Background: an optimization exercise with open tools, aiming at small area, a short achievable clock period and few clock cycles per item. Do not read the settings as production practice. No run shown here included a check of the RTL's function; only the layout flow was run. Power is estimated from default activity; no workload was simulated.

==> design.v <==
module ssvm (
    input  wire        clk,
    input  wire        rst_n,
    input  wire        start,
    input  wire        stop,
    input  wire [15:0] sample_rate,
    input  wire [63:0] prog_len,       
    input  wire [3:0]  active,
    input  wire        req,
    output wire        ready,
    output reg         sample_valid,
    output reg  [15:0] sample_out,
    output reg         run,
    output wire [3:0]  halted,
    output wire [11:0] fault_code,     
    output wire [63:0] fault_pc,       
    output reg         mem_req,
    output reg  [26:0] mem_addr,       
    input  wire        mem_ack,
    input  wire [15:0] mem_rdata
);
    localparam [2:0] SP_PROG    = 3'd0;
    localparam [2:0] SP_ENV_HDR = 3'd1;
    localparam [2:0] SP_ENV_DAT = 3'd2;
    localparam [2:0] SP_PEN_HDR = 3'd3;
    localparam [2:0] SP_PEN_DAT = 3'd4;
    localparam [7:0] OP_TONE  = 8'h01;
    localparam [7:0] OP_REST  = 8'h02;
    localparam [7:0] OP_VOL   = 8'h03;
    localparam [7:0] OP_ENV   = 8'h04;
    localparam [7:0] OP_PENV  = 8'h05;
    localparam [7:0] OP_NOISE = 8'h06;
    localparam [7:0] OP_SYNC  = 8'h07;
    localparam [7:0] OP_LOOP  = 8'h08;
    localparam [7:0] OP_END   = 8'hFF;
    localparam [2:0] F_ILLEGAL_OPCODE = 3'd1;
    localparam [2:0] F_TRUNCATED      = 3'd2;
    localparam [2:0] F_ILLEGAL_OPER   = 3'd3;
    localparam [2:0] F_UNDEF_ENV      = 3'd4;
    localparam [2:0] F_UNDEF_PENV     = 3'd5;
    function [13:0] vol_table;
        input [3:0] i;
        case (i)
            4'd0:  vol_table = 14'd8191;
            4'd1:  vol_table = 14'd6506;
            4'd2:  vol_table = 14'd5168;
            4'd3:  vol_table = 14'd4105;
            4'd4:  vol_table = 14'd3261;
            4'd5:  vol_table = 14'd2590;
            4'd6:  vol_table = 14'd2057;
            4'd7:  vol_table = 14'd1634;
            4'd8:  vol_table = 14'd1298;
            4'd9:  vol_table = 14'd1031;
            4'd10: vol_table = 14'd819;
            4'd11: vol_table = 14'd651;
            4'd12: vol_table = 14'd517;
            4'd13: vol_table = 14'd411;
            4'd14: vol_table = 14'd326;
            default: vol_table = 14'd0;
        endcase
    endfunction
    function [2:0] op_len;
        input [7:0] op;
        case (op)
            OP_TONE:  op_len = 3'd5;
            OP_REST:  op_len = 3'd3;
            OP_VOL:   op_len = 3'd2;
            OP_ENV:   op_len = 3'd2;
            OP_PENV:  op_len = 3'd2;
            OP_NOISE: op_len = 3'd5;
            OP_SYNC:  op_len = 3'd6;
            OP_LOOP:  op_len = 3'd1;
            OP_END:   op_len = 3'd1;
            default:  op_len = 3'd0;
        endcase
    endfunction
    function [3:0] level_to_hwvol;
        input [15:0] level;
        if (level[15])
            level_to_hwvol = 4'd15;
        else if (level >= 16'd15)
            level_to_hwvol = 4'd0;
        else
            level_to_hwvol = 4'd15 - level[3:0];
    endfunction
    reg        l_on    [0:3];
    reg [3:0]  l_vol   [0:3];
    reg [31:0] l_inc   [0:3];
    reg        l_noise [0:3];
    reg        l_white [0:3];
    reg [23:0] phase   [0:3];
    reg [14:0] lfsr    [0:3];
    reg        l_st    [0:3];    
    reg        c24     [0:3];    
    reg [15:0] pc_r    [0:3];
    reg [15:0] wait_r  [0:3];
    reg        lvalid  [0:3];
    reg [15:0] ltarget [0:3];
    reg [7:0]  env_id  [0:3];
    reg [15:0] env_pos [0:3];
    reg [7:0]  pen_id  [0:3];
    reg [15:0] pen_pos [0:3];
    reg        e_halt  [0:3];
    reg [2:0]  e_fault [0:3];
    reg        e_on    [0:3];
    reg [3:0]  e_vol   [0:3];
    reg [31:0] e_inc   [0:3];
    reg        e_noise [0:3];
    reg        e_white [0:3];
    genvar gi;
    generate
        for (gi = 0; gi < 4; gi = gi + 1) begin : g_status
            assign halted[gi]            = l_st[gi] & e_halt[gi];
            assign fault_code[gi*3 +: 3] = l_st[gi] ? e_fault[gi] : 3'd0;
            assign fault_pc[gi*16 +: 16] = (l_st[gi] && e_fault[gi] != 3'd0) ? pc_r[gi] : 16'd0;
        end
    endgenerate
    localparam [1:0] R_IDLE = 2'd0, R_TWAIT = 2'd1, R_REND = 2'd2, R_SLOW = 2'd3;
    reg [1:0]  rstate;
    reg [17:0] facc;          
    reg [8:0]  kshift;        
    reg        tk_rdy;        
    assign ready = run && (rstate == R_IDLE);
    wire take     = ready && req && !start && !stop;
    wire due      = !facc[17];
    wire fire     = (take && !due) || (rstate == R_REND) || (rstate == R_SLOW);
    wire first    = (rstate != R_SLOW);
    wire commit   = ((take && due) || (rstate == R_TWAIT)) && tk_rdy;
    wire [8:0] kk = (rstate == R_SLOW) ? kshift : 9'd0;
    reg  [17:0] contrib  [0:3];
    reg  [23:0] ph_next  [0:3];
    reg         ph_cy    [0:3];
    reg  [14:0] lf_next  [0:3];
    reg         more     [0:3];
    reg  [13:0] amp;
    reg         pos;
    reg  [7:0]  hi;
    reg  [8:0]  cnt;
    reg         s1, s2, nz;
    reg  [14:0] l1, l2;
    integer c;
    always @* begin
        for (c = 0; c < 4; c = c + 1) begin
            amp  = vol_table(l_vol[c]);
            pos  = l_noise[c] ? lfsr[c][0] : ~phase[c][23];
            contrib[c] = (l_on[c] && active[c]) ? (pos ? {4'd0, amp} : (18'd0 - {4'd0, amp})) : 18'd0;
            {ph_cy[c], ph_next[c]} = {1'b0, phase[c]} + {1'b0, l_inc[c][23:0]};
            hi   = l_inc[c][31:24];
            cnt  = {1'b0, hi} + {8'd0, c24[c]};
            nz   = l_on[c] && l_noise[c];
            if (first) begin
                s1 = (hi != 8'd0) || ph_cy[c];
                s2 = (hi[7:1] != 7'd0) || (hi[0] && ph_cy[c]);
                more[c] = nz && (hi[7:1] != 7'd0);
            end else begin
                s1 = cnt > kk;
                s2 = cnt > kk + 9'd1;
                more[c] = nz && (cnt > kk + 9'd2);
            end
            l1 = {lfsr[c][0] ^ (l_white[c] & lfsr[c][1]), lfsr[c][14:1]};
            l2 = {l1[0] ^ (l_white[c] & l1[1]), l1[14:1]};
            if (!nz || !s1)
                lf_next[c] = lfsr[c];
            else if (!s2)
                lf_next[c] = l1;
            else
                lf_next[c] = l2;
        end
    end
    wire [17:0] mix = contrib[0] + contrib[1] + contrib[2] + contrib[3];
    wire        rdone = !(more[0] || more[1] || more[2] || more[3]);
    localparam [4:0] E_OFF   = 5'd0,
                     E_Q1    = 5'd1,
                     E_CH    = 5'd2,
                     E_ELEN  = 5'd3,
                     E_ELOOP = 5'd4,
                     E_ELEV  = 5'd5,
                     E_PEN   = 5'd6,
                     E_PLEN  = 5'd7,
                     E_PLOOP = 5'd8,
                     E_PVAL  = 5'd9,
                     E_WAIT  = 5'd10,
                     E_FETCH = 5'd11,
                     E_OP    = 5'd12,
                     E_OPD   = 5'd13,
                     E_TCHK  = 5'd14,
                     E_ON1   = 5'd15,
                     E_ON1R  = 5'd16,
                     E_ON2   = 5'd17,
                     E_ON2R  = 5'd18,
                     E_NDONE = 5'd19,
                     E_NEXT  = 5'd20,
                     E_FIN   = 5'd21,
                     E_WDIV  = 5'd22;
    reg [4:0]  es;
    reg [4:0]  wret;
    reg [1:0]  ec;
    reg [7:0]  opc;
    reg [2:0]  ob;
    reg [15:0] dv;
    reg [2:0]  avail;         
    reg        folded;
    reg [31:0] q1;
    wire [15:0] cur_len = prog_len[ec*16 +: 16];
    wire [15:0] cur_pc  = pc_r[ec];
    wire [15:0] cur_ep  = env_pos[ec];
    wire [15:0] cur_pp  = pen_pos[ec];
    wire [7:0]  cur_eid = env_id[ec];
    wire [7:0]  cur_pid = pen_id[ec];
    wire [15:0] cur_wt  = wait_r[ec];
    wire [7:0]  rb      = mem_rdata[7:0];
    wire [2:0]  rb_len  = op_len(rb);
    wire [15:0] rem     = cur_len - cur_pc;
    wire [2:0]  pc_x    = (es == E_OPD) ? ob + 3'd1 : ob;
    wire [15:0] pc_add  = cur_pc + {13'd0, pc_x};
    wire [16:0] pos_inc = {1'b0, (es == E_ELEN) ? cur_ep : cur_pp} + 17'd1;
    reg        d_busy;
    reg        d_q1;
    reg [1:0]  d_ch;
    reg [3:0]  d_cnt;
    reg [16:0] d_r;
    reg [31:0] d_q;
    reg [16:0] d_d;
    wire [17:0] d_s1  = {d_r, d_q[31]};
    wire        d_g1  = d_s1 >= {1'b0, d_d};
    wire [16:0] d_r1  = d_g1 ? (d_s1[16:0] - d_d) : d_s1[16:0];
    wire [17:0] d_s2  = {d_r1, d_q[30]};
    wire        d_g2  = d_s2 >= {1'b0, d_d};
    wire [16:0] d_r2  = d_g2 ? (d_s2[16:0] - d_d) : d_s2[16:0];
    wire [31:0] d_qn  = {d_q[29:0], d_g1, d_g2};
    wire [15:0] dv_max  = (ec == 2'd3) ? 16'hFFFF : 16'd1023;
    wire [15:0] dv_cl   = (dv > dv_max) ? dv_max : dv;
    wire [16:0] dv_eff  = (dv_cl == 16'd0) ? ((ec == 2'd3) ? 17'h10000 : 17'h00400)
                                           : {1'b0, dv_cl};
    integer i;
    always @(posedge clk) begin
        if (!rst_n) begin
            run          <= 1'b0;
            rstate       <= R_IDLE;
            sample_valid <= 1'b0;
            mem_req      <= 1'b0;
            es           <= E_OFF;
            tk_rdy       <= 1'b0;
            d_busy       <= 1'b0;
        end else begin
            sample_valid <= 1'b0;
            if (mem_ack)
                mem_req <= 1'b0;
            if (d_busy) begin
                d_r   <= d_r2;
                d_q   <= d_qn;
                d_cnt <= d_cnt - 4'd1;
                if (d_cnt == 4'd0) begin
                    d_busy <= 1'b0;
                    if (d_q1)
                        q1 <= d_qn;
                    else
                        e_inc[d_ch] <= d_qn;
                end
            end
            case (es)
            E_Q1: begin
                if (!d_busy && !mem_req) begin
                    ec <= 2'd0;
                    es <= E_CH;
                end
            end
            E_CH: begin
                if (e_halt[ec] || e_fault[ec] != 3'd0) begin
                    es <= E_NEXT;
                end else if (cur_eid != 8'hFF) begin
                    mem_req  <= 1'b1;
                    mem_addr <= {SP_ENV_HDR, cur_eid, 16'd0};
                    es       <= E_ELEN;
                end else begin
                    es <= E_PEN;
                end
            end
            E_ELEN: if (mem_ack) begin
                mem_req <= 1'b1;
                if (pos_inc >= {1'b0, mem_rdata}) begin
                    mem_addr <= {SP_ENV_HDR, cur_eid, 16'd1};
                    es       <= E_ELOOP;
                end else begin
                    env_pos[ec] <= pos_inc[15:0];
                    mem_addr    <= {SP_ENV_DAT, cur_eid, pos_inc[15:0]};
                    es          <= E_ELEV;
                end
            end
            E_ELOOP: if (mem_ack) begin
                env_pos[ec] <= mem_rdata;
                mem_req  <= 1'b1;
                mem_addr <= {SP_ENV_DAT, cur_eid, mem_rdata};
                es       <= E_ELEV;
            end
            E_ELEV: if (mem_ack) begin
                e_vol[ec]   <= level_to_hwvol(mem_rdata);
                es          <= E_PEN;
            end
            E_PEN: begin
                if (cur_pid != 8'hFF) begin
                    mem_req  <= 1'b1;
                    mem_addr <= {SP_PEN_HDR, cur_pid, 16'd0};
                    es       <= E_PLEN;
                end else begin
                    es <= E_WAIT;
                end
            end
            E_PLEN: if (mem_ack) begin
                mem_req <= 1'b1;
                if (pos_inc >= {1'b0, mem_rdata}) begin
                    mem_addr <= {SP_PEN_HDR, cur_pid, 16'd1};
                    es       <= E_PLOOP;
                end else begin
                    pen_pos[ec] <= pos_inc[15:0];
                    mem_addr    <= {SP_PEN_DAT, cur_pid, pos_inc[15:0]};
                    es          <= E_PVAL;
                end
            end
            E_PLOOP: if (mem_ack) begin
                pen_pos[ec] <= mem_rdata;
                mem_req  <= 1'b1;
                mem_addr <= {SP_PEN_DAT, cur_pid, mem_rdata};
                es       <= E_PVAL;
            end
            E_PVAL: if (mem_ack) begin
                dv          <= mem_rdata;
                wret        <= E_WAIT;
                es          <= E_WDIV;
            end
            E_WAIT: begin
                folded <= 1'b0;
                if (cur_wt > 16'd1) begin
                    wait_r[ec] <= cur_wt - 16'd1;
                    es         <= E_NEXT;
                end else begin
                    wait_r[ec] <= 16'd0;
                    es         <= E_FETCH;
                end
            end
            E_FETCH: begin
                ob    <= 3'd1;
                avail <= (rem[15:3] != 13'd0) ? 3'd7 : rem[2:0];
                if (rem == 16'd0) begin
                    if (lvalid[ec] && !folded) begin
                        pc_r[ec] <= ltarget[ec];
                        folded   <= 1'b1;
                    end else begin
                        e_halt[ec] <= 1'b1;
                        e_on[ec]   <= 1'b0;
                        es         <= E_NEXT;
                    end
                end else begin
                    mem_req  <= 1'b1;
                    mem_addr <= {SP_PROG, 6'd0, ec, cur_pc};
                    es       <= E_OP;
                end
            end
            E_OP: if (mem_ack) begin
                opc <= rb;
                if (rb_len == 3'd0) begin
                    e_fault[ec] <= F_ILLEGAL_OPCODE;
                    e_on[ec]    <= 1'b0;
                    es          <= E_NEXT;
                end else if (rb_len > avail) begin
                    e_fault[ec] <= F_TRUNCATED;
                    e_on[ec]    <= 1'b0;
                    es          <= E_NEXT;
                end else if (rb == OP_END) begin
                    if (lvalid[ec] && !folded) begin
                        pc_r[ec] <= ltarget[ec];
                        folded   <= 1'b1;
                        es       <= E_FETCH;
                    end else begin
                        e_halt[ec] <= 1'b1;
                        e_on[ec]   <= 1'b0;
                        es         <= E_NEXT;
                    end
                end else if (rb == OP_LOOP) begin
                    ltarget[ec] <= pc_add;
                    lvalid[ec]  <= 1'b1;
                    pc_r[ec]    <= pc_add;
                    es          <= E_FETCH;
                end else begin
                    mem_req  <= 1'b1;
                    mem_addr <= {SP_PROG, 6'd0, ec, pc_add};
                    es       <= E_OPD;
                end
            end
            E_OPD: if (mem_ack) begin
                ob <= ob + 3'd1;
                mem_req  <= 1'b1;
                mem_addr <= {SP_PROG, 6'd0, ec, pc_add};
                case (opc)
                OP_TONE: begin
                    case (ob)
                        3'd1: dv[7:0]  <= rb;
                        3'd2: dv[15:8] <= rb;
                        3'd3: wait_r[ec][7:0] <= rb;
                        default: begin
                            wait_r[ec][15:8] <= rb;
                            e_noise[ec] <= 1'b0;
                            mem_req     <= 1'b0;
                            es          <= E_ON1;
                        end
                    endcase
                end
                OP_REST: begin
                    if (ob == 3'd1) begin
                        wait_r[ec][7:0] <= rb;
                    end else begin
                        wait_r[ec][15:8] <= rb;
                        e_on[ec] <= 1'b0;
                        pc_r[ec] <= pc_add;
                        mem_req  <= 1'b0;
                        es       <= ({rb, cur_wt[7:0]} != 16'd0) ? E_NEXT : E_FETCH;
                    end
                end
                OP_VOL: begin
                    e_vol[ec] <= (rb >= 8'd15) ? 4'd0 : (4'd15 - rb[3:0]);
                    pc_r[ec]  <= pc_add;
                    mem_req   <= 1'b0;
                    es        <= E_FETCH;
                end
                OP_ENV, OP_PENV: begin
                    dv[7:0] <= rb;
                    if (rb == 8'hFF) begin
                        if (opc == OP_ENV)
                            env_id[ec] <= 8'hFF;
                        else
                            pen_id[ec] <= 8'hFF;
                        pc_r[ec] <= pc_add;
                        mem_req  <= 1'b0;
                        es       <= E_FETCH;
                    end else begin
                        mem_addr <= {(opc == OP_ENV) ? SP_ENV_HDR : SP_PEN_HDR, rb, 16'd0};
                        es       <= E_TCHK;
                    end
                end
                OP_NOISE: begin
                    case (ob)
                        3'd1: begin
                            if (rb >= 8'd2) begin
                                e_fault[ec] <= F_ILLEGAL_OPER;
                                e_on[ec]    <= 1'b0;
                                mem_req     <= 1'b0;
                                es          <= E_NEXT;
                            end
                            e_white[ec] <= rb[0];
                        end
                        3'd2: begin
                            if (rb >= 8'd3) begin
                                e_fault[ec] <= F_ILLEGAL_OPER;
                                e_on[ec]    <= 1'b0;
                                mem_req     <= 1'b0;
                                es          <= E_NEXT;
                            end
                            dv <= (rb == 8'd0) ? 16'd16 : (rb == 8'd1) ? 16'd32 : 16'd64;
                        end
                        3'd3: wait_r[ec][7:0] <= rb;
                        default: begin
                            wait_r[ec][15:8] <= rb;
                            e_noise[ec] <= 1'b1;
                            mem_req     <= 1'b0;
                            es          <= E_ON1;
                        end
                    endcase
                end
                default: begin  
                    case (ob)
                        3'd1: begin
                            if (rb >= 8'd2) begin
                                e_fault[ec] <= F_ILLEGAL_OPER;
                                e_on[ec]    <= 1'b0;
                                mem_req     <= 1'b0;
                                es          <= E_NEXT;
                            end
                            e_white[ec] <= rb[0];
                        end
                        3'd2: dv[7:0]  <= rb;
                        3'd3: dv[15:8] <= rb;
                        3'd4: wait_r[ec][7:0] <= rb;
                        default: begin
                            wait_r[ec][15:8] <= rb;
                            e_noise[ec] <= 1'b1;
                            mem_req     <= 1'b0;
                            es          <= E_ON1;
                        end
                    endcase
                end
                endcase
            end
            E_TCHK: if (mem_ack) begin
                if (mem_rdata == 16'd0) begin
                    e_fault[ec] <= (opc == OP_ENV) ? F_UNDEF_ENV : F_UNDEF_PENV;
                    e_on[ec]    <= 1'b0;
                    es          <= E_NEXT;
                end else begin
                    if (opc == OP_ENV) begin
                        env_id[ec]  <= dv[7:0];
                        env_pos[ec] <= 16'd0;
                    end else begin
                        pen_id[ec]  <= dv[7:0];
                        pen_pos[ec] <= 16'd0;
                    end
                    pc_r[ec] <= pc_add;
                    es       <= E_FETCH;
                end
            end
            E_ON1: begin
                if (cur_eid != 8'hFF) begin
                    env_pos[ec] <= 16'd0;
                    mem_req     <= 1'b1;
                    mem_addr    <= {SP_ENV_DAT, cur_eid, 16'd0};
                    es          <= E_ON1R;
                end else begin
                    es <= E_ON2;
                end
            end
            E_ON1R: if (mem_ack) begin
                e_vol[ec] <= level_to_hwvol(mem_rdata);
                es        <= E_ON2;
            end
            E_ON2: begin
                wret <= E_NDONE;
                if (cur_pid != 8'hFF) begin
                    pen_pos[ec] <= 16'd0;
                    mem_req     <= 1'b1;
                    mem_addr    <= {SP_PEN_DAT, cur_pid, 16'd0};
                    es          <= E_ON2R;
                end else begin
                    es <= E_WDIV;
                end
            end
            E_ON2R: if (mem_ack) begin
                dv <= mem_rdata;
                es <= E_WDIV;
            end
            E_NDONE: begin
                e_on[ec] <= 1'b1;
                pc_r[ec] <= pc_add;
                es       <= (cur_wt != 16'd0) ? E_NEXT : E_FETCH;
            end
            E_WDIV: begin
                if (!d_busy || d_ch == ec) begin
                    d_busy <= 1'b1;
                    d_q1   <= 1'b0;
                    d_ch   <= ec;
                    d_cnt  <= 4'd15;
                    d_r    <= 17'd0;
                    d_q    <= q1;
                    d_d    <= dv_eff;
                    es     <= wret;
                end
            end
            E_NEXT: begin
                ec <= ec + 2'd1;
                es <= (ec == 2'd3) ? E_FIN : E_CH;
            end
            E_FIN: begin
                if (!d_busy) begin
                    tk_rdy <= 1'b1;
                    es     <= E_OFF;
                end
            end
            default: ;
            endcase
            if (fire) begin
                if (first) begin
                    sample_out <= mix[15:0];
                    for (i = 0; i < 4; i = i + 1) begin
                        if (l_on[i])
                            phase[i] <= ph_next[i];
                        c24[i] <= ph_cy[i];
                    end
                end
                for (i = 0; i < 4; i = i + 1)
                    lfsr[i] <= lf_next[i];
                if (rdone) begin
                    sample_valid <= 1'b1;
                    rstate       <= R_IDLE;
                end else begin
                    kshift <= kk + 9'd2;
                    rstate <= R_SLOW;
                end
            end
            if (take) begin
                facc <= facc + 18'd60 - (due ? {2'b00, sample_rate} : 18'd0);
                if (due)
                    rstate <= R_TWAIT;
            end
            if (commit) begin
                for (i = 0; i < 4; i = i + 1) begin
                    l_on[i]    <= e_on[i];
                    l_vol[i]   <= e_vol[i];
                    l_inc[i]   <= e_inc[i];
                    l_noise[i] <= e_noise[i];
                    l_white[i] <= e_white[i];
                    l_st[i]    <= e_halt[i] || (e_fault[i] != 3'd0);
                end
                tk_rdy <= 1'b0;
                ec     <= 2'd0;
                es     <= E_CH;
                rstate <= R_REND;
            end
            if (start) begin
                run    <= 1'b1;
                rstate <= R_IDLE;
                facc   <= 18'd0;
                tk_rdy <= 1'b0;
                es     <= E_Q1;
                d_busy <= 1'b1;
                d_q1   <= 1'b1;
                d_cnt  <= 4'd15;
                d_r    <= 17'd436;           
                d_q    <= 32'hF500_0000;     
                d_d    <= {1'b0, sample_rate};
                for (i = 0; i < 4; i = i + 1) begin
                    l_on[i]    <= 1'b0;
                    phase[i]   <= 24'd0;
                    lfsr[i]    <= 15'h4000;
                    l_st[i]    <= 1'b0;
                    pc_r[i]    <= 16'd0;
                    wait_r[i]  <= 16'd0;
                    lvalid[i]  <= 1'b0;
                    env_id[i]  <= 8'hFF;
                    pen_id[i]  <= 8'hFF;
                    e_halt[i]  <= 1'b0;
                    e_fault[i] <= 3'd0;
                    e_on[i]    <= 1'b0;
                    e_vol[i]   <= 4'd15;
                end
            end else if (stop) begin
                run <= 1'b0;
                es  <= E_OFF;
            end
        end
    end
endmodule
==> run.sh <==
#!/bin/bash
# synth_recipe.tcl (not shown) runs the flow's synth.tcl, then flattens the netlist and writes it again
# the make line also repeats each setting of config.mk as NAME=value (left out here)
make -C /OpenROAD-flow-scripts/flow DESIGN_CONFIG=/design/flow/config.mk WORK_HOME=/design/flow/orfs CLKGATE_MAP_FILE= SYNTH_SCRIPT=/design/flow/synth_recipe.tcl finish
==> config.mk <==
export PLATFORM = sky130hd
export DESIGN_NAME = ssvm
export DESIGN_NICKNAME = ssvm
export VERILOG_FILES = /design/flow/design.v
export SDC_FILE = /design/flow/constraint.sdc
export NUM_CORES = 4
export LEC_CHECK = 0
export CAP_MARGIN = 20
export CORE_MARGIN = 2
export CORE_UTILIZATION = 40
export PLACE_DENSITY = 0.6
export SLEW_MARGIN = 20
==> constraint.sdc <==
create_clock -name core_clock -period 10.0 [get_ports {clk}]
set_input_delay 2.0000 -clock core_clock [delete_from_list [all_inputs] [get_ports {clk}]]
set_output_delay 2.0000 -clock core_clock [all_outputs]
set_load 0.01 [all_outputs]
==> impl_summary.txt, run 1 <==
----------------------------------------------------
[Setup path]
  Critical path type ... input pin to flop
  Startpoint class of the critical path ... input pin
  Endpoint required time on the critical path ... roughly 11 ns
  Endpoint class of the critical path ... flop
  Critical register-to-register path endpoint ... mem_addr[3]$_DFFE_PP_
  FF-to-FF setup slack ... about 3.8 ns
  Worst R2R Start ... es[4]$_SDFFE_PP0P_
  Critical Path Start ... mem_rdata[5]
  Worst setup path endpoint ... pc_r[3][15]$_SDFFE_PP0P_
  Depth of the worst register-to-register path ... 20
  Data arrival time of the critical path ... approximately 7.4 ns
  Maximum net fanout on the critical path ... 26

[Detailed routing]
  Number of detailed-route iterations in the first pass ... 8
  Number of routed nets with antenna violations ... 0
  Number of DRC markers in iteration 0 ... roughly 4,500
  Total Routed Length ... ~180,000 µm
  Remaining design rule violation count ... 0
  Routed via count divided by cell count ... between 5 and 6
  Routed via count ... 45,790
  Wirelength per Cell ... between 20 and 25 µm

[Power and ir drop]
  Power per unit of standard cell area ... 152.4 nW/µm²
  Worst supply voltage drop on vdd ... 0.1425 mV
  Leakage ... ~26 nW
  Overall power after layout ... between 0.01 and 0.015 W

[Status]
  Outcome ... finished clean

[Timing]
  Unrepaired setup endpoints after global routing ... false
  Slew margin rel. ... roughly 22%
  Maximum achievable frequency ... approximately 150 MHz
  Skew final ... ~0.04 ns
  Number of failing setup endpoints in the final timing report ... 0
  Actual transition at the worst max-transition pin ... roughly 1.2 ns
  Worst hold slack across all endpoints ... about 0.41 ns
  Worst path setup slack after routing ... about 3.3 ns
  Part of the cycle the worst path needs ... between 60% and 70%
  Final count of hold timing violations ... 0
  Period minus WS final ... 6.717 ns
  Number of pins exceeding their max-slew limit in the final report ... 0
  Sum of negative setup slack ... 0 ns

[Yosys]
  Post-synthesis mux area share ... under 10%
  Number of storage elements in the synthesis netlist ... around 1,100
  Combinational family with the most area after synthesis ... simple AND/OR/NAND/NOR gates
  Post-Synth Simple-Gate Area ... 14.80%
  Synthesized-area fraction occupied by xor and xnor cells ... 3.547%
  Share of the yosys chip area belonging to registers ... 49.33%
  Cell Area, Synth ... 62,220 µm²
  Number of enable flip-flop cells after synthesis ... approximately 860
  Compound-cell area share of the yosys netlist ... between 10% and 20%
  Count of warnings emitted by yosys ... 15
  Adder-cell share of the synthesized area ... roughly 8.8%
  Syn Area/Cell ... 10.90 µm²
  Mapped Cells ... 5,710
  Proportion of register bits with asynchronous set or reset after synthesis ... 0%
  Post-synthesis net count ... around 6,200
  Number of library cell types mapped by synthesis ... around 100
  Most used flip-flop cell after synthesis ... sky130_fd_sc_hd__edfxtp_1

[Die]
  Std cell rows ... approximately 140
  Width of the chip ... about 400 µm
  Height of the die ... around 400 µm
  Overall die area ... 158,700 µm²
  Area of the placeable core ... 154,200 µm²
  Initial core utilization ... 40.34%
  Number of top-level pins ... ~230

[Placement]
  Number of port buffers ... roughly 230
  Final weighted congestion of routability-driven global placement ... roughly 0.97
  Estimated wirelength of the detail-placed design ... roughly 130,000 µm
  Place WS ... between 2 and 3 ns

[Clock tree]
  TritonCTS clock tree ... yes
  CTS sink cnt ... roughly 1,100
  Max clock buf depth ... 3
  Number of gates resized after cts ... 0
  Clock root cell ... sky130_fd_sc_hd__clkbuf_16
  Post-cts hold buffer count ... 0
  Post-CTS setup-driven buffer insertion count ... 0
  Clock input transition at the sequential cells of the worst setup and hold paths ... 0.06 ns
  TritonCTS buffer count ... ~120
  Clock latency on the worst-skew pair ... 0.75 ns
  Total number of H-tree levels ... 3

[Cells and area]
  Most common library cell in the layout ignoring fill and taps ... sky130_fd_sc_hd__edfxtp_1
  Number of nets at the end of the flow ... between 6,000 and 7,000
  Commonest cells after routing, fill and taps aside ... 858 x sky130_fd_sc_hd__edfxtp_1, 599 x sky130_fd_sc_hd__nand2_1, 541 x sky130_fd_sc_hd__nor2_1, 373 x sky130_fd_sc_hd__ha_1, 279 x sky130_fd_sc_hd__a21oi_1
  Share of final-layout standard cells stronger than drive strength 1 ... under 10%
  Share of the core filled with cells in the final layout ... a little under half
  FILL cells ... 14,260
  Area Growth Syn to Fin ... 14.04%

[Job]
  Max-capacitance violation count ... 0

[Global routing]
  Number of antenna violations at the first check in global routing ... 5
  Overall global routing resource usage ... ~22%
  Via count of the first global-routing pass ... 44,610
  Leftover overflow at the end of global routing ... 0
  Maximum number of pins on one net before global-route repair ... 153
  First-pass GRT wire length ... around 270,000 µm

[Worst hold path]
  Path class of the lowest-slack min-delay path ... flop to flop
  Worst Hold Path Cells ... 0

----------------------------------------------------
==> critical path: stages <==
cell and delay [ns]:
sky130_fd_sc_hd__clkdlybuf4s50_1 0.42, sky130_fd_sc_hd__buf_4 0.25, sky130_fd_sc_hd__nor4_2 0.72, sky130_fd_sc_hd__nand2_1 0.24
sky130_fd_sc_hd__nor3_1 0.53, sky130_fd_sc_hd__nor2_1 0.09, sky130_fd_sc_hd__nor2_1 0.11, sky130_fd_sc_hd__a31oi_1 0.07
sky130_fd_sc_hd__ha_1 0.33, sky130_fd_sc_hd__a32oi_1 0.13, sky130_fd_sc_hd__nor3_1 0.21, sky130_fd_sc_hd__and4_1 0.31
sky130_fd_sc_hd__nand4b_1 0.15, sky130_fd_sc_hd__buf_4 0.37, sky130_fd_sc_hd__and3b_1 0.37, sky130_fd_sc_hd__nor2_4 0.61
sky130_fd_sc_hd__mux2_2 0.41
==> through the flow <==
step,instances,cell area [µm²]
after floorplan,5710,62220
after global placement,7828,66830
after detailed placement,7828,66830
after CTS,8050,70880
after global routing,8052,70950
final,8054,70950
==> how the worst min path moves through the flow <==
stage | from | to
floorplan | e_inc[0][0]$_DFFE_PP_ | l_inc[0][0]$_DFFE_PP_
detailed placement | e_inc[0][10]$_DFFE_PP_ | l_inc[0][10]$_DFFE_PP_
global placement | e_inc[0][2]$_DFFE_PP_ | l_inc[0][2]$_DFFE_PP_
CTS | e_inc[3][25]$_DFFE_PP_ | l_inc[3][25]$_DFFE_PP_
finish | e_inc[3][31]$_DFFE_PP_ | l_inc[3][31]$_DFFE_PP_
global route | e_inc[0][20]$_DFFE_PP_ | l_inc[0][20]$_DFFE_PP_
==> kinds of logic after synthesis <==
kind of cell	Yosys count
adders and majority gates	414
AOI/OAI and AO/OA	1186
DFF	1104
xor gates and xnor gates	252
buffers and inverters	468
muxes	346
and+or+nand+nor	1940
==> power breakdown <==
part           total, W  internal (W)  switching [W]  leakage [nW]
combinational   0.00113      0.000467       0.000666          14.3
clock           0.00461       0.00269        0.00192          1.99
sequential      0.00507       0.00501      0.0000637          10.0
total            0.0108       0.00817        0.00264          26.3
==> Yosys cell counts (all sizes together), types with 41 or more instances <==
master / number / area [µm²]
dfxtp: 246 / 4925
mux2i: 188 / 1882
nand2b: 88 / 550.5
clkbuf: 179 / 671.9
a211oi: 103 / 783.3
and2: 149 / 932.1
xnor2: 149 / 1305
a21o: 84 / 630.6
nor2: 555 / 2116
inv: 228 / 855.8
edfxtp: 858 / 25760
nand4: 51 / 319.1
o21ai: 289 / 1450
a21oi: 284 / 1433
buf: 58 / 365.3
and3: 42 / 262.8
xor2: 103 / 902.1
nor2b: 73 / 456.7
a31oi: 41 / 256.5
mux4: 119 / 2748
o21a: 50 / 375.4
nor3: 112 / 596.8
o211ai: 69 / 518.0
nand2: 601 / 2258
nand3: 117 / 585.6
ha: 374 / 4679
==> layer usage <==
metal | wire (µm) | track usage [%] | vias up
li1 | - | - | 21480
met1 | 80040 | 30.89 | 22440
met2 | 82610 | 35.91 | 1538
met3 | 10940 | 3.114 | 322
met4 | 6160 | 7.500 | 4
met5 | 23 | 0 | -
==> layout make-up <==
class,instances,area (µm²),share of cell area [%]
Clock inverter,67,833.3,1.174
Inverter,230,863.3,1.217
Antenna cell,2,5.005,0.007054
Multi-Input combinational cell,4138,29790,41.98
Sequential cell,1104,30700,43.27
Clock buffer,155,3222,4.541
Timing Repair Buffer,314,2984,4.206
Tap cell,2044,2557,3.604
==> sequential cells by signal (all words and copies together) (netlist names), 8 cells and up, named ones only <==
name / cells
e_vol: 16
kshift: 9
d_r: 17
q1: 32
d_d: 17
lfsr: 60
pen_id: 32
dv: 16
e_fault: 12
wait_r: 64
opc: 8
e_inc: 128
d_q: 32
ltarget: 64
sample_out: 16
env_id: 32
pen_pos: 64
mem_addr: 27
l_inc: 128
facc: 18
pc_r: 64
phase: 96
l_vol: 16
env_pos: 64
==> run 2, diff against run 1 <==
--- a/design.v
+++ b/design.v
@@ -38,25 +38,43 @@
     localparam [2:0] F_ILLEGAL_OPER   = 3'd3;
     localparam [2:0] F_UNDEF_ENV      = 3'd4;
     localparam [2:0] F_UNDEF_PENV     = 3'd5;
-    function [13:0] vol_table;
-        input [3:0] i;
-        case (i)
-            4'd0:  vol_table = 14'd8191;
-            4'd1:  vol_table = 14'd6506;
-            4'd2:  vol_table = 14'd5168;
-            4'd3:  vol_table = 14'd4105;
-            4'd4:  vol_table = 14'd3261;
-            4'd5:  vol_table = 14'd2590;
-            4'd6:  vol_table = 14'd2057;
-            4'd7:  vol_table = 14'd1634;
-            4'd8:  vol_table = 14'd1298;
-            4'd9:  vol_table = 14'd1031;
-            4'd10: vol_table = 14'd819;
-            4'd11: vol_table = 14'd651;
-            4'd12: vol_table = 14'd517;
-            4'd13: vol_table = 14'd411;
-            4'd14: vol_table = 14'd326;
-            default: vol_table = 14'd0;
+    function [15:0] sval;
+        input [3:0] v;
+        input       p;
+        case ({p, v})
+            5'd16: sval = 16'h1FFF;
+            5'd17: sval = 16'h196A;
+            5'd18: sval = 16'h1430;
+            5'd19: sval = 16'h1009;
+            5'd20: sval = 16'h0CBD;
+            5'd21: sval = 16'h0A1E;
+            5'd22: sval = 16'h0809;
+            5'd23: sval = 16'h0662;
+            5'd24: sval = 16'h0512;
+            5'd25: sval = 16'h0407;
+            5'd26: sval = 16'h0333;
+            5'd27: sval = 16'h028B;
+            5'd28: sval = 16'h0205;
+            5'd29: sval = 16'h019B;
+            5'd30: sval = 16'h0146;
+            5'd31: sval = 16'h0000;
+            5'd0: sval = 16'hE001;
+            5'd1: sval = 16'hE696;
+            5'd2: sval = 16'hEBD0;
+            5'd3: sval = 16'hEFF7;
+            5'd4: sval = 16'hF343;
+            5'd5: sval = 16'hF5E2;
+            5'd6: sval = 16'hF7F7;
+            5'd7: sval = 16'hF99E;
+            5'd8: sval = 16'hFAEE;
+            5'd9: sval = 16'hFBF9;
+            5'd10: sval = 16'hFCCD;
+            5'd11: sval = 16'hFD75;
+            5'd12: sval = 16'hFDFB;
+            5'd13: sval = 16'hFE65;
+            5'd14: sval = 16'hFEBA;
+            5'd15: sval = 16'h0000;
+            default: sval = 16'h0000;
         endcase
     endfunction
     function [2:0] op_len;
@@ -127,12 +145,11 @@
     wire first    = (rstate != R_SLOW);
     wire commit   = ((take && due) || (rstate == R_TWAIT)) && tk_rdy;
     wire [8:0] kk = (rstate == R_SLOW) ? kshift : 9'd0;
-    reg  [17:0] contrib  [0:3];
+    reg  [15:0] contrib  [0:3];
     reg  [23:0] ph_next  [0:3];
     reg         ph_cy    [0:3];
     reg  [14:0] lf_next  [0:3];
     reg         more     [0:3];
-    reg  [13:0] amp;
     reg         pos;
     reg  [7:0]  hi;
     reg  [8:0]  cnt;
@@ -141,9 +158,8 @@
     integer c;
     always @* begin
         for (c = 0; c < 4; c = c + 1) begin
-            amp  = vol_table(l_vol[c]);
             pos  = l_noise[c] ? lfsr[c][0] : ~phase[c][23];
-            contrib[c] = (l_on[c] && active[c]) ? (pos ? {4'd0, amp} : (18'd0 - {4'd0, amp})) : 18'd0;
+            contrib[c] = l_on[c] ? sval(l_vol[c], pos) : 16'd0;
             {ph_cy[c], ph_next[c]} = {1'b0, phase[c]} + {1'b0, l_inc[c][23:0]};
             hi   = l_inc[c][31:24];
             cnt  = {1'b0, hi} + {8'd0, c24[c]};
@@ -167,7 +183,24 @@
                 lf_next[c] = l2;
         end
     end
-    wire [17:0] mix = contrib[0] + contrib[1] + contrib[2] + contrib[3];
+    wire [15:0] s01 = contrib[0] + contrib[1];
+    wire [15:0] s23 = contrib[2] + contrib[3];
+    reg  [15:0] m01, m23;
+    always @* begin
+        case (active[1:0])
+            2'b00: m01 = 16'd0;
+            2'b01: m01 = contrib[0];
+            2'b10: m01 = contrib[1];
+            default: m01 = s01;
+        endcase
+        case (active[3:2])
+            2'b00: m23 = 16'd0;
+            2'b01: m23 = contrib[2];
+            2'b10: m23 = contrib[3];
+            default: m23 = s23;
+        endcase
+    end
+    wire [15:0] mix = m01 + m23;
     wire        rdone = !(more[0] || more[1] || more[2] || more[3]);
     localparam [4:0] E_OFF   = 5'd0,
                      E_Q1    = 5'd1,
@@ -201,6 +234,8 @@
     reg [2:0]  avail;         
     reg        folded;
     reg [31:0] q1;
+    reg        ack_q;         
+    reg [15:0] rd_q;
     wire [15:0] cur_len = prog_len[ec*16 +: 16];
     wire [15:0] cur_pc  = pc_r[ec];
     wire [15:0] cur_ep  = env_pos[ec];
@@ -208,7 +243,7 @@
     wire [7:0]  cur_eid = env_id[ec];
     wire [7:0]  cur_pid = pen_id[ec];
     wire [15:0] cur_wt  = wait_r[ec];
-    wire [7:0]  rb      = mem_rdata[7:0];
+    wire [7:0]  rb      = rd_q[7:0];
     wire [2:0]  rb_len  = op_len(rb);
     wire [15:0] rem     = cur_len - cur_pc;
     wire [2:0]  pc_x    = (es == E_OPD) ? ob + 3'd1 : ob;
@@ -242,8 +277,11 @@
             es           <= E_OFF;
             tk_rdy       <= 1'b0;
             d_busy       <= 1'b0;
+            ack_q        <= 1'b0;
         end else begin
             sample_valid <= 1'b0;
+            ack_q        <= mem_ack && mem_req;
+            rd_q         <= mem_rdata;
             if (mem_ack)
                 mem_req <= 1'b0;
             if (d_busy) begin
@@ -276,9 +314,9 @@
                     es <= E_PEN;
                 end
             end
-            E_ELEN: if (mem_ack) begin
+            E_ELEN: if (ack_q) begin
                 mem_req <= 1'b1;
-                if (pos_inc >= {1'b0, mem_rdata}) begin
+                if (pos_inc >= {1'b0, rd_q}) begin
                     mem_addr <= {SP_ENV_HDR, cur_eid, 16'd1};
                     es       <= E_ELOOP;
                 end else begin
@@ -287,14 +325,14 @@
                     es          <= E_ELEV;
                 end
             end
-            E_ELOOP: if (mem_ack) begin
-                env_pos[ec] <= mem_rdata;
+            E_ELOOP: if (ack_q) begin
+                env_pos[ec] <= rd_q;
                 mem_req  <= 1'b1;
-                mem_addr <= {SP_ENV_DAT, cur_eid, mem_rdata};
+                mem_addr <= {SP_ENV_DAT, cur_eid, rd_q};
                 es       <= E_ELEV;
             end
-            E_ELEV: if (mem_ack) begin
-                e_vol[ec]   <= level_to_hwvol(mem_rdata);
+            E_ELEV: if (ack_q) begin
+                e_vol[ec]   <= level_to_hwvol(rd_q);
                 es          <= E_PEN;
             end
             E_PEN: begin
@@ -306,9 +344,9 @@
                     es <= E_WAIT;
                 end
             end
-            E_PLEN: if (mem_ack) begin
+            E_PLEN: if (ack_q) begin
                 mem_req <= 1'b1;
-                if (pos_inc >= {1'b0, mem_rdata}) begin
+                if (pos_inc >= {1'b0, rd_q}) begin
                     mem_addr <= {SP_PEN_HDR, cur_pid, 16'd1};
                     es       <= E_PLOOP;
                 end else begin
@@ -317,14 +355,14 @@
                     es          <= E_PVAL;
                 end
             end
-            E_PLOOP: if (mem_ack) begin
-                pen_pos[ec] <= mem_rdata;
+            E_PLOOP: if (ack_q) begin
+                pen_pos[ec] <= rd_q;
                 mem_req  <= 1'b1;
-                mem_addr <= {SP_PEN_DAT, cur_pid, mem_rdata};
+                mem_addr <= {SP_PEN_DAT, cur_pid, rd_q};
                 es       <= E_PVAL;
             end
-            E_PVAL: if (mem_ack) begin
-                dv          <= mem_rdata;
+            E_PVAL: if (ack_q) begin
+                dv          <= rd_q;
                 wret        <= E_WAIT;
                 es          <= E_WDIV;
             end
@@ -356,7 +394,7 @@
                     es       <= E_OP;
                 end
             end
-            E_OP: if (mem_ack) begin
+            E_OP: if (ack_q) begin
                 opc <= rb;
                 if (rb_len == 3'd0) begin
                     e_fault[ec] <= F_ILLEGAL_OPCODE;
@@ -387,7 +425,7 @@
                     es       <= E_OPD;
                 end
             end
-            E_OPD: if (mem_ack) begin
+            E_OPD: if (ack_q) begin
                 ob <= ob + 3'd1;
                 mem_req  <= 1'b1;
                 mem_addr <= {SP_PROG, 6'd0, ec, pc_add};
@@ -490,8 +528,8 @@
                 end
                 endcase
             end
-            E_TCHK: if (mem_ack) begin
-                if (mem_rdata == 16'd0) begin
+            E_TCHK: if (ack_q) begin
+                if (rd_q == 16'd0) begin
                     e_fault[ec] <= (opc == OP_ENV) ? F_UNDEF_ENV : F_UNDEF_PENV;
                     e_on[ec]    <= 1'b0;
                     es          <= E_NEXT;
@@ -517,8 +555,8 @@
                     es <= E_ON2;
                 end
             end
-            E_ON1R: if (mem_ack) begin
-                e_vol[ec] <= level_to_hwvol(mem_rdata);
+            E_ON1R: if (ack_q) begin
+                e_vol[ec] <= level_to_hwvol(rd_q);
                 es        <= E_ON2;
             end
             E_ON2: begin
@@ -532,8 +570,8 @@
                     es <= E_WDIV;
                 end
             end
-            E_ON2R: if (mem_ack) begin
-                dv <= mem_rdata;
+            E_ON2R: if (ack_q) begin
+                dv <= rd_q;
                 es <= E_WDIV;
             end
             E_NDONE: begin
--- a/config.mk
+++ b/config.mk
@@ -9,4 +9,5 @@
 export CORE_MARGIN = 2
 export CORE_UTILIZATION = 40
 export PLACE_DENSITY = 0.6
+export SETUP_SLACK_MARGIN = 5
 export SLEW_MARGIN = 20
==> run 2 against run 1 <==
Area after synthesis rose by 4.1%. Sequential power up 3%. Design area up 8.9%. Synthesized cell count grew 6.1%. Critical path depth fell by 2. Via count rose by 10%. Worst setup slack better by 1.7 ns. Die area is 4.0% higher. Clock skew rose by 0.029 ns. Register-to-register slack improved by 1.3 ns. First-iteration DRC count is 10% higher. Largest cell class is now multi-input gates.
==> impl_summary.txt, run 2 <==
----------------------------------------------------
[Detailed routing]
  Wirelength per Cell ... around 23 µm
  Total Routed Length ... around 200,000 µm
  Remaining design rule violation count ... 0
  Routed via count divided by cell count ... between 5 and 6
  Number of DRC markers in iteration 0 ... 4,946
  Number of routed nets with antenna violations ... 0
  Routed via count ... around 50,000
  Number of detailed-route iterations in the first pass ... 7

[Yosys]
  Cell Area, Synth ... 64,750 µm²
  Cell taking the most area after synthesis ... sky130_fd_sc_hd__edfxtp_1
  Post-synthesis net count ... between 6,000 and 7,000
  Proportion of register bits with asynchronous set or reset after synthesis ... 0%
  Syn Area/Cell ... ~11 µm²
  Count of warnings emitted by yosys ... 15
  Number of enable flip-flop cells after synthesis ... between 800 and 900
  Fraction of synthesized cell area taken by the top area cell type ... slightly above 40%
  Dominant cell by count in the synthesized netlist ... sky130_fd_sc_hd__edfxtp_1
  Most used flip-flop cell after synthesis ... sky130_fd_sc_hd__edfxtp_1
  Share of the yosys chip area belonging to registers ... 48.17%
  Number of library cell types mapped by synthesis ... about 100
  Mapped Cells ... roughly 6,100
  Commonest cells post-synth ... 874 x sky130_fd_sc_hd__edfxtp_1, 609 x sky130_fd_sc_hd__nand2_1, 597 x sky130_fd_sc_hd__nor2_1, 403 x sky130_fd_sc_hd__ha_1, 307 x sky130_fd_sc_hd__a21oi_1
  Number of storage elements in the synthesis netlist ... approximately 1,100
  Cell types with the largest area share after synthesis ... sky130_fd_sc_hd__edfxtp_1 41%, sky130_fd_sc_hd__ha_1 7.8%, sky130_fd_sc_hd__dfxtp_1 7.6%

[Clock tree]
  Max clock buf depth ... 3
  Clock latency on the worst-skew pair ... 0.78 ns
  TritonCTS clock tree ... yes
  Total number of H-tree levels ... 3
  TritonCTS buffer count ... 120
  Clock root cell ... sky130_fd_sc_hd__clkbuf_16
  Clock input transition at the sequential cells of the worst setup and hold paths ... 0.06 ns
  Post-cts hold buffer count ... 0
  CTS sink cnt ... 1,121

[Timing]
  Worst path setup slack after routing ... 5.008 ns
  Maximum achievable frequency ... 200.3 MHz
  Skew final ... between 0.06 and 0.07 ns
  Sum of negative setup slack ... 0 ns
  Unrepaired setup endpoints after global routing ... true
  Actual transition at the worst max-transition pin ... about 1.1 ns
  Slew margin rel. ... 24.86%
  Number of failing setup endpoints in the final timing report ... 0
  Number of pins exceeding their max-slew limit in the final report ... 0
  Final count of hold timing violations ... 0
  Part of the cycle the worst path needs ... approximately half
  Period minus WS final ... 4.993 ns
  Worst hold slack across all endpoints ... between 0.3 and 0.4 ns

[Placement]
  Area after DPL ... between 60,000 and 70,000 µm²
  Final weighted congestion of routability-driven global placement ... 0.9615
  Estimated wirelength of the detail-placed design ... ~140,000 µm
  Number of port buffers ... between 200 and 250
  Place WS ... 3.421 ns

[Cells and area]
  Area Growth Syn to Fin ... 19.35%
  Commonest cells after routing, fill and taps aside ... 874 x sky130_fd_sc_hd__edfxtp_1, 599 x sky130_fd_sc_hd__nand2_1, 577 x sky130_fd_sc_hd__nor2_1, 361 x sky130_fd_sc_hd__ha_1, 295 x sky130_fd_sc_hd__a21oi_1
  Number of nets at the end of the flow ... 6,943
  Share of final-layout standard cells stronger than drive strength 1 ... approximately 15%
  Largest registers ranked by flip-flop count ... e_inc x128, l_inc x128, phase x96
  Finished Cell Area ... between 70,000 and 80,000 µm²
  Most common library cell in the layout ignoring fill and taps ... sky130_fd_sc_hd__edfxtp_1

[Worst hold path]
  Path class of the lowest-slack min-delay path ... flop to flop
  Hold Path End ... l_noise[2]$_DFFE_PP_
  Startpoint of the tightest hold check path ... e_noise[2]$_DFFE_PP_
  Worst Hold Path Cells ... 0

[Global routing]
  Overall global routing resource usage ... a little under a quarter
  Number of antenna violations at the first check in global routing ... 9
  Via count of the first global-routing pass ... approximately 48,000
  Maximum number of pins on one net before global-route repair ... 153
  First-pass GRT wire length ... about 300,000 µm
  Leftover overflow at the end of global routing ... 0

[Setup path]
  Startpoint class of the critical path ... input pin
  FF-to-FF setup slack ... about 5.1 ns
  Critical path's most frequent cell ... sky130_fd_sc_hd__buf_4
  Maximum net fanout on the critical path ... 8
  Max stage delay on crit path ... 0.53 ns
  Critical path type ... input pin to flop
  Stages on the worst setup path ... 15
  Critical register-to-register path endpoint ... pc_r[1][7]$_SDFFE_PP0P_
  Data arrival time of the critical path ... ~5.6 ns
  Family with the most delay on the worst path ... buffers and inverters
  Cells traversed along the worst timing path ... clkdlybuf4s50_1 > mux4_2 > ha_4 > and2_4 > o211ai_1 > buf_4 > a32oi_4 > buf_4 > xnor2_1 > and4_4 > nand3_4 > buf_12 > o21ai_4 > clkbuf_16 > mux2_4
  Worst path slowest cell ... sky130_fd_sc_hd__mux4_2
  Endpoint required time on the critical path ... approximately 11 ns
  Depth of the worst register-to-register path ... 16
  Endpoint class of the critical path ... flop
  WP buf/inv ... 5

[Power and ir drop]
  Leakage ... just under 30 nW
  Worst supply voltage drop on vdd ... between 0.15 and 0.2 mV
  Overall power after layout ... roughly 0.012 W
  Power per unit of standard cell area ... approximately 150 nW/µm²

[Die]
  Area of the placeable core ... around 160,000 µm²
  Initial core utilization ... roughly two fifths
  Height of the die ... around 410 µm
  Overall die area ... 165,100 µm²
  Number of top-level pins ... around 230
  Width of the chip ... ~410 µm
  Std cell rows ... around 150

[Status]
  Outcome ... finished clean

[Job]
  Max-capacitance violation count ... 0

----------------------------------------------------
## run 2: area by class of cell
class / instances / area [µm²]
fill: 14560 / 83470
multi-input combinational: 4452 / 33470
antenna: 2 / 5.005
clock buffer: 148 / 3178
inverter: 218 / 855.8
sequential: 1121 / 31200
clock inverter: 78 / 902.1
tap: 2160 / 2703
timing repair buffer: 509 / 4962
## run 2: through the flow
stage | cells | utilization, %
2_1_floorplan | 6061 | -
3_3_place_gp | 8264 | 43.41
3_5_place_dp | 8265 | 43.42
4_1_cts | 8620 | 47.26
5_1_grt | 8686 | 48.07
6_report | 8688 | 48.08
## run 2: worst max-delay path by stage
stage,from,end,slack (ns)
2_1_floorplan,prog_len[48],pc_r[2][11]$_SDFFE_PP0P_,4.75
3_3_place_gp,prog_len[26],pc_r[3][4]$_SDFFE_PP0P_,3.48
3_5_place_dp,es[3]$_SDFFE_PP0P_,env_pos[0][15]$_DFFE_PP_,3.42
4_1_cts,prog_len[32],pc_r[3][6]$_SDFFE_PP0P_,4.94
5_1_grt,prog_len[44],es[4]$_SDFFE_PP0P_,4.87
6_report,prog_len[24],pc_r[1][7]$_SDFFE_PP0P_,5.01
## run 2: logic make-up after synthesis
family	count (synthesis)	share of synthesized area, %
and+or+nand+nor	2079	15.25
AOI/OAI and AO/OA	1348	14.06
DFF	1121	48.17
buffers and inverters	498	3.125
adders and majority gates	415	8.158
muxes	381	8.278
xor gates and xnor gates	219	2.962
## run 2: what timing repair did
| action | 4_1_cts | 5_1_grt |
|---|---|---|
| setup endpoints to repair | 342 | 353 |
| buffers inserted | 116 | 61 |
| pin swaps | 74 | 110 |
| cloned | 13 | 3 |
| resized for setup | 226 | 159 |
## run 2: metal layers
layer	GRT usage (%)	up-vias	share of wire, %
met5	0	-	0.027
met4	9.389	8	4.2
met3	3.706	420	6.9
met2	37.80	1918	46
met1	32.44	24690	43
li1	-	23380	-
## run 2: report_power, final
part           switching, W  internal (W)
registers         0.0000716       0.00512
clock network       0.00200       0.00260
logic               0.00107      0.000824
total               0.00314       0.00855
==> run 3, diff against run 2 <==
--- a/config.mk
+++ b/config.mk
@@ -9,5 +9,4 @@
 export CORE_MARGIN = 2
 export CORE_UTILIZATION = 40
 export PLACE_DENSITY = 0.6
-export SETUP_SLACK_MARGIN = 5
 export SLEW_MARGIN = 20
==> run 3 against run 2 <==
Still clean on timing, DRC and antenna. Wire length fell by 4.3%. Combinational power fell by 17%. Register-to-register slack got worse by 1.9 ns. Worst setup slack got worse by 1.9 ns. Area after synthesis did not move. Clock power barely moved. Critical path type is now flop to flop. Critical endpoint is now pen_pos[1][7]$_DFFE_PP_. Largest power group unchanged.
==> impl_summary.txt, run 3 <==
----------------------------------------------------
[Yosys]
  Dominant cell by count in the synthesized netlist ... sky130_fd_sc_hd__edfxtp_1
  Number of enable flip-flop cells after synthesis ... between 800 and 900
  Fraction of synthesized cell area taken by the top area cell type ... around two fifths
  Cell Area, Synth ... 64,750 µm²
  Syn Area/Cell ... 10.68 µm²
  Combinational family with the most area after synthesis ... simple AND/OR/NAND/NOR gates
  Share of the yosys chip area belonging to registers ... between 40% and 50%
  Adder-cell share of the synthesized area ... slightly above 8%
  Post-Synth Simple-Gate Area ... 15.25%
  Post-synthesis net count ... about 6,600
  Post-synthesis mux area share ... under 10%
  Cell types with the largest area share after synthesis ... sky130_fd_sc_hd__edfxtp_1 41%, sky130_fd_sc_hd__ha_1 7.8%, sky130_fd_sc_hd__dfxtp_1 7.6%
  Synthesized-area fraction occupied by xor and xnor cells ... about 3.0%
  Most used flip-flop cell after synthesis ... sky130_fd_sc_hd__edfxtp_1
  Cell taking the most area after synthesis ... sky130_fd_sc_hd__edfxtp_1
  Number of library cell types mapped by synthesis ... 101
  Commonest cells post-synth ... 874 x sky130_fd_sc_hd__edfxtp_1, 609 x sky130_fd_sc_hd__nand2_1, 597 x sky130_fd_sc_hd__nor2_1, 403 x sky130_fd_sc_hd__ha_1, 307 x sky130_fd_sc_hd__a21oi_1
  Number of storage elements in the synthesis netlist ... approximately 1,100
  Compound-cell area share of the yosys netlist ... 14.06%
  Mapped Cells ... 6,061
  Proportion of register bits with asynchronous set or reset after synthesis ... 0%
  Count of warnings emitted by yosys ... 15

[Timing]
  Unrepaired setup endpoints after global routing ... false
  Worst hold slack across all endpoints ... between 0.3 and 0.4 ns
  Sum of negative setup slack ... 0 ns
  Slew margin rel. ... 22.75%
  Worst path setup slack after routing ... 3.137 ns
  Skew final ... ~0.083 ns
  Period minus WS final ... between 6 and 7 ns
  Maximum achievable frequency ... between 100 and 150 MHz
  Number of pins exceeding their max-slew limit in the final report ... 0
  Actual transition at the worst max-transition pin ... about 1.2 ns
  Final count of hold timing violations ... 0
  Part of the cycle the worst path needs ... 68.63%
  Number of failing setup endpoints in the final timing report ... 0

[Die]
  Height of the die ... between 400 and 500 µm
  Area of the placeable core ... 160,800 µm²
  Width of the chip ... between 400 and 500 µm
  Initial core utilization ... between 40% and 50%
  Std cell rows ... between 100 and 150
  Overall die area ... approximately 170,000 µm²
  Number of top-level pins ... about 230

[Cells and area]
  Number of nets at the end of the flow ... approximately 6,700
  Commonest cells after routing, fill and taps aside ... 874 x sky130_fd_sc_hd__edfxtp_1, 608 x sky130_fd_sc_hd__nand2_1, 588 x sky130_fd_sc_hd__nor2_1, 403 x sky130_fd_sc_hd__ha_1, 305 x sky130_fd_sc_hd__a21oi_1
  FILL cells ... 14,850
  Total area of multi-input combinational cells ... between 30,000 and 40,000 µm²
  Most common library cell in the layout ignoring fill and taps ... sky130_fd_sc_hd__edfxtp_1
  Area Growth Syn to Fin ... 13.59%
  Largest registers ranked by flip-flop count ... e_inc x128, l_inc x128, phase x96
  Share of final-layout standard cells stronger than drive strength 1 ... a little under a tenth
  Total area of sequential cells ... 31,200 µm²

[Setup path]
  Startpoint class of the critical path ... flop
  FF-to-FF setup slack ... around 3.1 ns
  Worst path slowest cell ... sky130_fd_sc_hd__and2_1
  Critical register-to-register path endpoint ... pen_pos[1][7]$_DFFE_PP_
  Maximum net fanout on the critical path ... 25
  Worst R2R Start ... es[0]$_SDFFE_PN0P_
  Endpoint class of the critical path ... flop
  Family with the most delay on the worst path ... simple AND/OR/NAND/NOR gates
  Max stage delay on crit path ... 0.76 ns
  Cells traversed along the worst timing path ... buf_4 > and2_1 > nand2_1 > mux2_2 > ha_1 > inv_1 > a221oi_2 > nand4_1 > xnor2_1 > ha_1 > nand4_1 > nor2_1 > a2111oi_0 > a31oi_1 > nor3_1 > a32oi_1 > o21bai_1 > and2_1
  Endpoint required time on the critical path ... 10.39 ns
  WP buf/inv ... 2
  Depth of the worst register-to-register path ... 18
  Data arrival time of the critical path ... between 7 and 8 ns
  Critical path type ... flop to flop

[Placement]
  Estimated wirelength of the detail-placed design ... ~140,000 µm
  Number of port buffers ... between 200 and 250
  Final weighted congestion of routability-driven global placement ... between 0.9 and 1
  Place WS ... around 3.2 ns

[Global routing]
  Via count of the first global-routing pass ... between 40,000 and 50,000
  Maximum number of pins on one net before global-route repair ... approximately 150
  First-pass GRT wire length ... between 200,000 and 300,000 µm
  Overall global routing resource usage ... 22.97%
  Number of antenna violations at the first check in global routing ... 7
  Leftover overflow at the end of global routing ... 0

[Power and ir drop]
  Leakage ... 27.60 nW
  Power per unit of standard cell area ... around 160 nW/µm²
  Worst supply voltage drop on vdd ... between 0.1 and 0.15 mV
  Overall power after layout ... around 0.011 W

[Detailed routing]
  Number of routed nets with antenna violations ... 0
  Routed via count ... between 40,000 and 50,000
  Wirelength per Cell ... 22.72 µm
  Remaining design rule violation count ... 0
  Number of detailed-route iterations in the first pass ... 8
  Total Routed Length ... roughly 190,000 µm
  Routed via count divided by cell count ... roughly 5.8
  Number of DRC markers in iteration 0 ... roughly 4,800

[Clock tree]
  Clock latency on the worst-skew pair ... a little under 0.8 ns
  Clock root cell ... sky130_fd_sc_hd__clkbuf_16
  TritonCTS buffer count ... 120
  Post-CTS setup-driven buffer insertion count ... 0
  Total number of H-tree levels ... 3
  TritonCTS clock tree ... yes
  Max clock buf depth ... 3
  Clock input transition at the sequential cells of the worst setup and hold paths ... roughly 0.070 ns
  Post-cts hold buffer count ... 0
  Number of gates resized after cts ... 0
  CTS sink cnt ... roughly 1,100

[Worst hold path]
  Startpoint of the tightest hold check path ... e_inc[1][29]$_DFFE_PP_
  Path class of the lowest-slack min-delay path ... flop to flop
  Hold Path End ... l_inc[1][29]$_DFFE_PP_
  Worst Hold Path Cells ... 0

[Job]
  Max-capacitance violation count ... 0

[Status]
  Outcome ... finished clean

----------------------------------------------------
==> run 3: cell type report <==
cell class / instances / share of cell area (%)
inverter: 218 / 1.114
timing repair buffer: 321 / 4.081
multi-input combinational: 4442 / 43.09
clock inverter: 82 / 1.281
tap: 2160 / 3.674
clock buffer: 145 / 4.334
antenna: 3 / 0.01021
sequential: 1121 / 42.42
==> run 3: layer usage <==
| metal | vias up | global-route usage, % | routed length [µm] |
|---|---|---|---|
| met3 | 360 | 3.226 | 11870 |
| met1 | 23840 | 31.36 | 84840 |
| met4 | 4 | 8.681 | 7433 |
| met2 | 1760 | 37.00 | 88790 |
| met5 | - | 0 | 23 |
| li1 | 22940 | - | - |
==> run 3: worst max-delay path by stage <==
stage / endpoint / start / cells after the start / slack (ns)
3_5_place_dp: pc_r[2][5]$_SDFFE_PP0P_ / prog_len[48] / 15 / 3.19
2_1_floorplan: l_inc[0][0]$_DFFE_PP_ / start / 5 / 0.40
4_1_cts: pen_pos[3][14]$_DFFE_PP_ / es[0]$_SDFFE_PN0P_ / 18 / 3.23
6_report: pen_pos[1][7]$_DFFE_PP_ / es[0]$_SDFFE_PN0P_ / 18 / 3.14
3_3_place_gp: pc_r[2][8]$_SDFFE_PP0P_ / prog_len[48] / 15 / 3.21
5_1_grt: env_pos[1][0]$_DFFE_PP_ / es[0]$_SDFFE_PN0P_ / 18 / 2.81
==> run 3: stage by stage <==
step	utilization (%)	cell area (µm²)	instances
2_1_floorplan	-	64750	6061
3_3_place_gp	43.17	69400	8262
6_report	45.76	73550	8492
4_1_cts	45.75	73550	8489
5_1_grt	45.75	73550	8489
3_5_place_dp	43.18	69420	8262
==> run 3: report_power, final <==
| group | switching, W | internal [W] |
|---|---|---|
| Clock | 0.00198 | 0.00265 |
| Sequential | 0.0000868 | 0.00512 |
| Combinational | 0.000937 | 0.000632 |
| Total | 0.00300 | 0.00841 |
==> run 3: cells by family after synthesis <==
kind of cell             after synthesis
flip-flops                          1121
AND/OR/NAND/NOR                     2079
AO/OA/AOI/OAI                       1348
XOR/XNOR                             219
multiplexers                         381
adder cells (fa/ha/maj)              415
buffers and inverters                498

-- afterwards: timing with drivers on the ports --
The results above use ideal ports. As a check the final layouts listed here were re-extracted and re-timed, cells and wires unchanged.
Step 1, drivers: a clkbuf_16 drives clk and a buf_2 each remaining input, both assumed.
Step 2 times the ports against the registers' clock, not the clock port: input delays grow and output delays shrink by t, the midpoint of the rising clock arrivals with the driver on.
Slacks: no drivers / after step 1 / after step 2; pairs: no drivers / after step 1.
run | shift t [ns] | setup WS [ns] | worst setup path at the end | worst register clock-pin slew, ns | worst data-port slew with drivers (ns)
run 1 | 0.808 | 3.283 / 3.334 / 2.526 | input to register | 0.08 / 0.08 | 0.10
run 2 | 0.837 | 5.008 / 5.057 / 4.235 | input to register | 0.07 / 0.07 | 0.12
run 3 | 0.825 | 3.137 / 3.137 / 3.137 | register to register | 0.08 / 0.08 | 0.11
After both steps setup and hold are still met in every run listed. For run 2, which loses most, drivers alone change the setup slack by +0.049 ns; drivers and shift together by -0.773 ns.
